Context: an optimization exercise on an open-source flow, tuned for small area. The choices shown serve that exercise and are no tape-out recipe. In this exercise RTL edits were held to simulation tests only and were not proved equivalent to the original. Power figures rest on the tool's default switching activity, not on a simulated workload.

<file path="config.mk">
export PLATFORM = sky130hd
export DESIGN_NAME = vsc
export DESIGN_NICKNAME = vsc
export VERILOG_FILES = /design/flow/design.v
export SDC_FILE = /design/flow/constraint.sdc
export NUM_CORES = 4
export LEC_CHECK = 0
export CAP_MARGIN = 20
export CORE_MARGIN = 2
export CORE_UTILIZATION = 40
export SLEW_MARGIN = 20
</file>
<file path="constraint.sdc">
create_clock -name core_clock -period 25.0 [get_ports {clk}]
set_input_delay 5.0000 -clock core_clock [delete_from_list [all_inputs] [get_ports {clk}]]
set_output_delay 5.0000 -clock core_clock [all_outputs]
set_load 0.01 [all_outputs]
</file>
<file path="design.v">
module vsc_cct_unit (
    input  wire        clk,
    input  wire        rst,
    input  wire        start,      
    input  wire [17:0] p,          
    input  wire [16:0] q,          
    output reg         done,       
    output reg  [31:0] result
);
    localparam [31:0] K_EXP  = 32'h4fb645a2;   
    localparam [31:0] C_LOG  = 32'h0c101bba;   
    localparam [2:0] S_IDLE = 3'd0, S_LOGQ = 3'd1, S_LOGP = 3'd2, S_MULK = 3'd3,
                     S_EXP  = 3'd4, S_OUT  = 3'd5;
    reg  [2:0]  state;
    reg  [4:0]  cnt;
    reg  [17:0] p_r;
    reg  [31:0] z;         
    reg  [23:0] bits;      
    reg  [28:0] log_q;     
    reg  [28:0] log_p;     
    reg  [31:0] y;         
    reg  [4:0]  y_int;
    reg  [23:0] y_frac;
    reg  [31:0] mul_a, mul_b;
    wire [63:0] mul_p = mul_a * mul_b;
    function [31:0] exp_const;
        input [4:0] i;
        case (i)
            5'd1:  exp_const = 32'hb504f334;
            5'd2:  exp_const = 32'h9837f052;
            5'd3:  exp_const = 32'h8b95c1e4;
            5'd4:  exp_const = 32'h85aac368;
            5'd5:  exp_const = 32'h82cd8699;
            5'd6:  exp_const = 32'h8164d1f4;
            5'd7:  exp_const = 32'h80b1ed50;
            5'd8:  exp_const = 32'h8058d7d3;
            5'd9:  exp_const = 32'h802c6437;
            5'd10: exp_const = 32'h8016302f;
            5'd11: exp_const = 32'h800b179d;
            5'd12: exp_const = 32'h80058baf;
            5'd13: exp_const = 32'h8002c5d0;
            5'd14: exp_const = 32'h800162e6;
            5'd15: exp_const = 32'h8000b173;
            5'd16: exp_const = 32'h800058b9;
            5'd17: exp_const = 32'h80002c5d;
            5'd18: exp_const = 32'h8000162e;
            5'd19: exp_const = 32'h80000b17;
            5'd20: exp_const = 32'h8000058c;
            5'd21: exp_const = 32'h800002c6;
            5'd22: exp_const = 32'h80000163;
            5'd23: exp_const = 32'h800000b1;
            5'd24: exp_const = 32'h80000059;
            default: exp_const = 32'h80000000;
        endcase
    endfunction
    function [4:0] msb18;
        input [17:0] v;
        integer k;
        begin
            msb18 = 5'd0;
            for (k = 0; k < 18; k = k + 1)
                if (v[k]) msb18 = k[4:0];
        end
    endfunction
    function [31:0] norm18;
        input [17:0] v;
        input [4:0]  e;
        begin
            norm18 = {v, 14'b0} << (5'd17 - e);
        end
    endfunction
    wire [17:0] q18 = {1'b0, q};
    wire [4:0]  e_q = msb18(q18);
    wire [4:0]  e_p = msb18(p_r);
    wire signed [29:0] l_diff = $signed({1'b0, log_q}) - $signed({1'b0, log_p});
    wire        l_neg = l_diff[29];
    wire [29:0] l_abs = l_neg ? (~l_diff + 30'd1) : l_diff;
    wire [31:0] ky    = mul_p[61:30];                   
    wire signed [32:0] y_full = l_neg ? ($signed({1'b0, C_LOG}) - $signed({1'b0, ky}))
                                      : ($signed({1'b0, C_LOG}) + $signed({1'b0, ky}));
    wire [62:0] shifted = {31'b0, z} << y_int;
    always @(*) begin
        mul_a = z;
        mul_b = z;
        if (state == S_MULK) begin
            mul_a = {2'b0, l_abs};
            mul_b = K_EXP;
        end else if (state == S_EXP) begin
            mul_a = z;
            mul_b = y_frac[23] ? exp_const(cnt) : 32'h80000000;
        end
    end
    always @(posedge clk) begin
        done <= 1'b0;
        if (rst) begin
            state  <= S_IDLE;
            result <= 32'd0;
        end else begin
            case (state)
                S_IDLE: if (start) begin
                    p_r   <= p;
                    log_q <= {e_q, 24'b0};
                    z     <= norm18(q18, e_q);
                    bits  <= 24'd0;
                    cnt   <= 5'd0;
                    state <= S_LOGQ;
                end
                S_LOGQ, S_LOGP: begin
                    if (mul_p[63]) begin
                        z    <= mul_p[63:32];
                        bits <= {bits[22:0], 1'b1};
                    end else begin
                        z    <= mul_p[62:31];
                        bits <= {bits[22:0], 1'b0};
                    end
                    cnt <= cnt + 5'd1;
                    if (cnt == 5'd23) begin
                        cnt <= 5'd0;
                        if (state == S_LOGQ) begin
                            log_q[23:0] <= {bits[22:0], mul_p[63]};
                            log_p <= {e_p, 24'b0};
                            z     <= norm18(p_r, e_p);
                            bits  <= 24'd0;
                            state <= S_LOGP;
                        end else begin
                            log_p[23:0] <= {bits[22:0], mul_p[63]};
                            state <= S_MULK;
                        end
                    end
                end
                S_MULK: begin
                    y     <= y_full[31:0];
                    if (y_full[32]) begin
                        result <= 32'd0;                       
                        done   <= 1'b1;
                        state  <= S_IDLE;
                    end else if (y_full[31:29] != 3'd0) begin
                        result <= 32'hffffffff;                
                        done   <= 1'b1;
                        state  <= S_IDLE;
                    end else begin
                        y_int  <= y_full[28:24];
                        y_frac <= y_full[23:0];
                        z      <= 32'h80000000;
                        cnt    <= 5'd1;
                        state  <= S_EXP;
                    end
                end
                S_EXP: begin
                    z      <= mul_p[62:31];
                    y_frac <= {y_frac[22:0], 1'b0};
                    cnt    <= cnt + 5'd1;
                    if (cnt == 5'd24) state <= S_OUT;
                end
                S_OUT: begin
                    result <= shifted[62:31];
                    done   <= 1'b1;
                    state  <= S_IDLE;
                end
                default: state <= S_IDLE;
            endcase
        end
    end
endmodule
module vsc (
    input  wire        clk,
    input  wire        rst,             
    input  wire        host_wr,
    input  wire [3:0]  host_addr,       
    input  wire [31:0] host_wdata,
    output reg  [31:0] host_rdata,
    output wire        busy,
    output reg         bus_req,
    output reg  [2:0]  bus_op,          
    output wire [6:0]  bus_addr,
    output reg         bus_dir,         
    output reg  [7:0]  bus_wdata,
    output reg         bus_nack,        
    input  wire        bus_rsp_valid,
    input  wire        bus_rsp_fail,    
    input  wire [7:0]  bus_rsp_data     
);
    localparam [6:0] DEV_ADDR = 7'h10;
    localparam [3:0] OP_CHKP = 4'h1, OP_SETCFG = 4'h2, OP_RDCH = 4'h3,
                     OP_CCT  = 4'h4, OP_LUX    = 4'h5, OP_TRIG = 4'h6;
    localparam [3:0] C_OK = 4'd0, C_BUS_ERROR = 4'd1, C_DIV_FAULT = 4'd2,
                     C_UNMAPPED_GAIN = 4'd3, C_CCT_DOMAIN = 4'd4, C_ILLEGAL = 4'd5;
    localparam [2:0] B_START = 3'd1, B_RESTART = 3'd2, B_WRITE = 3'd3,
                     B_READ  = 3'd4, B_STOP    = 3'd5;
    localparam [2:0] S_IDLE = 3'd0, S_RUN = 3'd1, S_ABORT = 3'd2, S_FIN = 3'd3,
                     S_CCT  = 3'd4;
    reg        st_busy, st_done, st_ovr;
    reg [3:0]  st_code;
    reg [31:0] result;
    reg [7:0]  cfg_cache;
    reg [2:0]  state;
    reg [3:0]  op;
    reg [7:0]  arg;
    reg [7:0]  v;
    reg        illegal;
    reg [2:0]  sub;           
    reg [1:0]  grp;           
    reg [7:0]  b0, b1;
    reg [15:0] tmp_r, tmp_g, tmp_b;
    assign busy     = st_busy;
    assign bus_addr = DEV_ADDR;
    wire cmd_wr = host_wr && (host_addr[3:2] == 2'd0);
    wire accept = cmd_wr && !st_busy;
    always @(*) begin
        case (host_addr[3:2])
            2'd0: host_rdata = 32'd0;
            2'd1: host_rdata = {24'd0, st_code, 1'b0, st_ovr, st_done, st_busy};
            2'd2: host_rdata = result;
            default: host_rdata = {24'd0, cfg_cache};
        endcase
    end
    wire [3:0] w_op  = host_wdata[3:0];
    wire [7:0] w_arg = host_wdata[15:8];
    reg        w_illegal;
    always @(*) begin
        w_illegal = 1'b0;
        if (host_wdata[31:16] != 16'd0 || host_wdata[7:4] != 4'd0)
            w_illegal = 1'b1;
        else if (w_op == 4'd0 || w_op > 4'd6)
            w_illegal = 1'b1;
        else if ((w_op == OP_CHKP || w_op == OP_CCT || w_op == OP_LUX || w_op == OP_TRIG) && w_arg != 8'd0)
            w_illegal = 1'b1;
        else if (w_op == OP_RDCH && (w_arg < 8'h08 || w_arg > 8'h0b))
            w_illegal = 1'b1;
    end
    reg [2:0] step_kind;
    reg [7:0] step_byte;
    reg       step_last;
    always @(*) begin
        step_kind = B_STOP;
        step_byte = 8'd0;
        step_last = 1'b0;
        case (op)
            OP_CHKP: begin
                step_kind = (sub == 3'd0) ? B_START : B_STOP;
                step_last = (sub == 3'd1);
            end
            OP_SETCFG, OP_TRIG: begin
                case (sub)
                    3'd0: step_kind = B_START;
                    3'd1: begin step_kind = B_WRITE; step_byte = 8'h00; end
                    3'd2: begin step_kind = B_WRITE; step_byte = v;     end
                    default: begin step_kind = B_STOP; step_last = 1'b1; end
                endcase
            end
            default: begin  
                case (sub)
                    3'd0: step_kind = B_START;
                    3'd1: begin
                        step_kind = B_WRITE;
                        if (op == OP_RDCH)     step_byte = arg;
                        else if (op == OP_LUX) step_byte = 8'h09;
                        else                   step_byte = {6'b000010, grp};
                    end
                    3'd2: step_kind = B_RESTART;
                    3'd3: step_kind = B_READ;
                    3'd4: step_kind = B_READ;
                    default: begin
                        step_kind = B_STOP;
                        step_last = (op != OP_CCT) || (grp == 2'd2);
                    end
                endcase
            end
        endcase
    end
    always @(*) begin
        bus_req   = 1'b0;
        bus_op    = 3'd0;
        bus_dir   = 1'b0;
        bus_wdata = 8'd0;
        bus_nack  = 1'b0;
        if (state == S_RUN) begin
            bus_req   = 1'b1;
            bus_op    = step_kind;
            bus_dir   = (step_kind == B_RESTART);
            bus_wdata = step_byte;
            bus_nack  = (step_kind == B_READ) && (sub == 3'd4);
        end else if (state == S_ABORT) begin
            bus_req   = 1'b1;
            bus_op    = B_STOP;
        end
    end
    wire [15:0] count = {b1, b0};
    wire [2:0]  it_k     = cfg_cache[6:4];
    wire [15:0] gain_q   = 16'd50336 >> it_k;
    wire [31:0] lux_prod = tmp_g * gain_q;
    wire signed [18:0] cct_p = $signed({2'b0, tmp_r, 1'b0}) - $signed({2'b0, tmp_b, 1'b0})
                             + $signed({3'b0, tmp_g});
    wire [16:0] cct_q = {tmp_g, 1'b0};
    reg         cct_start;
    wire        cct_done;
    wire [31:0] cct_result;
    vsc_cct_unit u_cct (
        .clk    (clk),
        .rst    (rst),
        .start  (cct_start),
        .p      (cct_p[17:0]),
        .q      (cct_q),
        .done   (cct_done),
        .result (cct_result)
    );
    task finish;
        input [3:0]  code;
        input [31:0] res;
        begin
            st_code <= code;
            result  <= res;
            st_busy <= 1'b0;
            st_done <= 1'b1;
            state   <= S_IDLE;
        end
    endtask
    always @(posedge clk) begin
        cct_start <= 1'b0;
        if (rst) begin
            state     <= S_IDLE;
            st_busy   <= 1'b0;
            st_done   <= 1'b0;
            st_ovr    <= 1'b0;
            st_code   <= C_OK;
            result    <= 32'd0;
            cfg_cache <= 8'h00;
        end else begin
            if (cmd_wr && st_busy)
                st_ovr <= 1'b1;
            case (state)
                S_IDLE: if (accept) begin
                    op      <= w_op;
                    arg     <= w_arg;
                    illegal <= w_illegal;
                    v       <= (w_op == OP_TRIG) ? (cfg_cache | 8'h04) : w_arg;
                    sub     <= 3'd0;
                    grp     <= 2'd0;
                    st_busy <= 1'b1;
                    st_done <= 1'b0;
                    st_ovr  <= 1'b0;
                    state   <= w_illegal ? S_FIN : S_RUN;
                end
                S_RUN: if (bus_rsp_valid) begin
                    if (bus_rsp_fail && (step_kind == B_START || step_kind == B_WRITE ||
                                         step_kind == B_RESTART)) begin
                        state <= S_ABORT;
                    end else begin
                        if (step_kind == B_READ) begin
                            if (sub == 3'd3) b0 <= bus_rsp_data;
                            else             b1 <= bus_rsp_data;
                        end
                        if (step_kind == B_STOP) begin
                            if (op == OP_LUX) tmp_g <= count;
                            if (op == OP_CCT) begin
                                case (grp)
                                    2'd0:    tmp_r <= count;
                                    2'd1:    tmp_g <= count;
                                    default: tmp_b <= count;
                                endcase
                            end
                        end
                        if (step_last) begin
                            state <= S_FIN;
                        end else if (step_kind == B_STOP) begin
                            sub <= 3'd0;
                            grp <= grp + 2'd1;
                        end else begin
                            sub <= sub + 3'd1;
                        end
                    end
                end
                S_ABORT: if (bus_rsp_valid) begin
                    finish(C_BUS_ERROR, 32'd0);
                end
                S_FIN: begin
                    if (illegal) begin
                        finish(C_ILLEGAL, 32'd0);
                    end else begin
                        case (op)
                            OP_SETCFG, OP_TRIG: begin
                                cfg_cache <= v;
                                finish(C_OK, 32'd0);
                            end
                            OP_RDCH: finish(C_OK, {16'd0, count});
                            OP_LUX: begin
                                if (it_k > 3'd5) finish(C_UNMAPPED_GAIN, 32'hffffffff);
                                else             finish(C_OK, lux_prod);
                            end
                            OP_CCT: begin
                                if (tmp_g == 16'd0)      finish(C_DIV_FAULT, 32'd0);
                                else if (cct_p <= 0)     finish(C_CCT_DOMAIN, 32'd0);
                                else begin
                                    cct_start <= 1'b1;
                                    state     <= S_CCT;
                                end
                            end
                            default: finish(C_OK, 32'd0);    
                        endcase
                    end
                end
                S_CCT: if (cct_done) begin
                    finish(C_OK, cct_result);
                end
                default: state <= S_IDLE;
            endcase
        end
    end
endmodule
</file>
<file path="run.sh">
#!/bin/bash
# synth_recipe.tcl (not shown) runs the flow's synth.tcl, then flattens the netlist and writes it again
# the make line also repeats each setting of config.mk as NAME=value (left out here)
make -C /OpenROAD-flow-scripts/flow DESIGN_CONFIG=/design/flow/config.mk WORK_HOME=/design/flow/orfs CLKGATE_MAP_FILE= SYNTH_SCRIPT=/design/flow/synth_recipe.tcl finish
</file>
==> qor.yml <==
synth_area_um2: 65900
die_w_um: 409.9
use_met3_pct: 4.333
maxSlewHeadroom_pct: 16.65
critPathMaxFanout: 41
finalHoldViolCount: 0
drtIter0Drc: 4827
antenna_found_initial: 4
peakVddDrop_mv: 0.04081
port-buffer-count: 93
holdBufCountCts: 0
nets: 9082
synthFlopType: "edfxtp_1"
p_total_mw: 1.655
fin_tns_setup_ns: 0
root_buffer: "clkbuf_16"
core_um2: 163100
wirelength_um: 220900
crit_path_start_kind: "register"
final_cell_mix: "inv_1 (1288), fa_1 (1092), nand2_1 (992)"
min_period_over_period_pct: 74.66
cp_common_cell: "fa_1"
synth_edf_count: 255
numClockSinks: 371
endpoint_kind: "register"
reg2reg_depth: 54
crit_type: "reg -> reg"
use_met1_pct: 35.71
clk_latency_ns: 0.59
place.gp.congestion: 0.9877
cap_violations: 0
grt_start_max_net_pins: 76
synthesis.instances: 7607
holdPathStages: 2
power_leakage_nw: 32.68
rsz0062_at_grt: "no"
drc: 0
antenna_left: 0
dp.cells: 9617
numCtsBuffers: 44
post_cts_resized: 0
initial_utilization_pct: 40.40
yosysUniqueCellTypes: 98
vias: 54217
dieHeight_um: 409.9
grtUsageTotal_pct: 26.49
layout_commonest_cell: "inv_1"
dp_hpwl_um: 176200
status: "finished clean"
synth_warnings: 2
min_path_type: "reg -> reg"
slowest_stage: "o21ai_1"
clock_path_buffers: 3
drive_above_1_share_pct: 5.384
avgRoutedWirePerCell_um: 22.77
rows: 148
drt-pass1-iter-count: 7
gr-total-overflow: 0
grt-busiest-layer: "met2"
slowest_delay_ns: 0.99
vias_per_cell: 5.588
die_area_um2: 168000
max_freq_ghz: 0.05357
fin_cells: 9703
setup_viol: 0
synth_seq_cells: 371
yosysSeqAreaShare_pct: 15.14
first_global_vias: 55668
async_reset_ff_share_pct: 0
cts_setup_buffers: 0
grt_use_met2_pct: 42.64
htree_levels: 2
cts_tree: "done"
min_period_ns: 18.67
hold_slack_ns: 0.4700
report.final.slew_viol_count: 0
grt_pass1_wl_um: 340500
required_ns: 25.42
clk_pin_slew_ns: 0.06
arrival_ns: 19.09
power.density_nw_per_um2: 23.38
syn2layout_area_growth_pct: 7.406
skew_ns: 0.02165
tightest_slew_ns: 1.250
synth_area_per_cell_um2: 8.664
ios: 103
## state kept, by name (all words and copies together), names as in the netlist, 8 cells and up, named ones only
signal        count
arg               8
b0                8
b1                8
cfg_cache         8
result           32
tmp_b            16
tmp_g            16
tmp_r            16
u_cct.bits       23
u_cct.log_p      29
u_cct.log_q      29
u_cct.p_r        18
u_cct.result     32
u_cct.y_frac     24
u_cct.z          32
v                 8
## path summary, 6_finish.rpt
check | from | endpoint | slack [ns]
max reg2reg | u_cct.log_p[0] | register | 6.33
min reg2reg | register | register | 0.47
max | u_cct.log_p[0] | register | 6.33
min | register | register | 0.47
## layer usage
layer / up-vias / part of all wire (%)
met5: - / 0
met4: 0 / 4.5
met3: 329 / 7.6
met2: 2016 / 46
met1: 27702 / 42
li1: 24170 / -
## kinds of logic (layout without fill, tap and decap cells)
logic type,Yosys count,in the layout,share of synthesized area (%)
buf+inv,1715,1625,9.861
mux,173,173,3.114
xor+xnor,145,145,1.927
simple gates,2483,2483,16.64
fa+ha+maj,1545,1545,41.77
compound gates,1173,1173,11.54
flops,371,371,15.14
other cells,2,13,0.01140
## cells in the mapped netlist, types with 52 or more instances
cell type / count / area (um2)
a211oi_1: 69 / 518.0
a21o_1: 84 / 630.6
a21oi_1: 354 / 1772
and2_1: 175 / 1095
and3_1: 65 / 406.6
clkbuf_1: 383 / 1438
dfxtp_1: 116 / 2322
edfxtp_1: 255 / 7657
fa_1: 1092 / 21860
ha_1: 453 / 5668
inv_1: 1288 / 4835
mux2i_1: 102 / 1021
nand2_1: 992 / 3724
nand3_1: 61 / 305.3
nor2_1: 806 / 3025
nor2b_1: 62 / 387.9
nor3_1: 112 / 560.5
o21ai_0: 193 / 965.9
o21bai_1: 52 / 390.4
xnor2_1: 93 / 814.5
xor2_1: 52 / 455.4
## critical path: cells and delay by family (launching register included)
family,cells,cell delay (ns)
adders and majority gates,12,5.48
DFF,1,0.37
buffers and inverters,5,1.25
AOI/OAI and AO/OA,22,7.16
and+or+nand+nor,14,3.88
xor gates and xnor gates,1,0.36
## metrics by stage
stage          instance area, um2  setup WS (ns)  utilization (%)
2_1_floorplan               65920          9.446                -
3_3_place_gp                69360          6.678            42.52
3_5_place_dp                69360          6.520            42.52
4_1_cts                     70760          6.437            43.37
5_1_grt                     70770          5.374            43.38
6_report                    70790          6.334            43.39
## where the power goes
group	switching, mW	total, mW	internal [mW]
sequential	0.0118	0.676	0.665
clock	0.278	0.633	0.355
combinational	0.209	0.346	0.137
total	0.499	1.66	1.16
## layout make-up
type	count	area [um2]
fill	16264	92360
multi-input combinational	5526	49710
sequential	371	9980
inverter	1294	4857
tap	2175	2721
timing repair buffer	251	2115
clock buffer	54	1159
clock inverter	26	234.0
antenna	6	15.01

-- separate check: timing with driven ports --
The flow's constraints put no driver on any port. The routed layout listed below was extracted and timed again, unchanged, in two steps. Step 1 sets driving cells, clkbuf_16 on the clock port and buf_2 on the other inputs (assumed; they add their load-dependent delay and slew). Step 2 adds t to the input delays and takes it off the output delays; t is the mean of the earliest and latest rising clock arrival at the registers after step 1. Input paths then give back, and output paths get back, about the clock's delay inside the block. Three values: no drivers, after step 1, after step 2; two values: the first two.
t, ns: 0.644
setup WS [ns]: 6.334 / 6.334 / 6.334
worst setup path after step 2: register to register
clock arrival spread, ns: 0.022 / 0.022
pins driven straight from the clock port: 1
After both steps this run still meets setup and hold. The setup slack of this run moves by 0.000 ns with the drivers and by 0.000 ns with both steps.
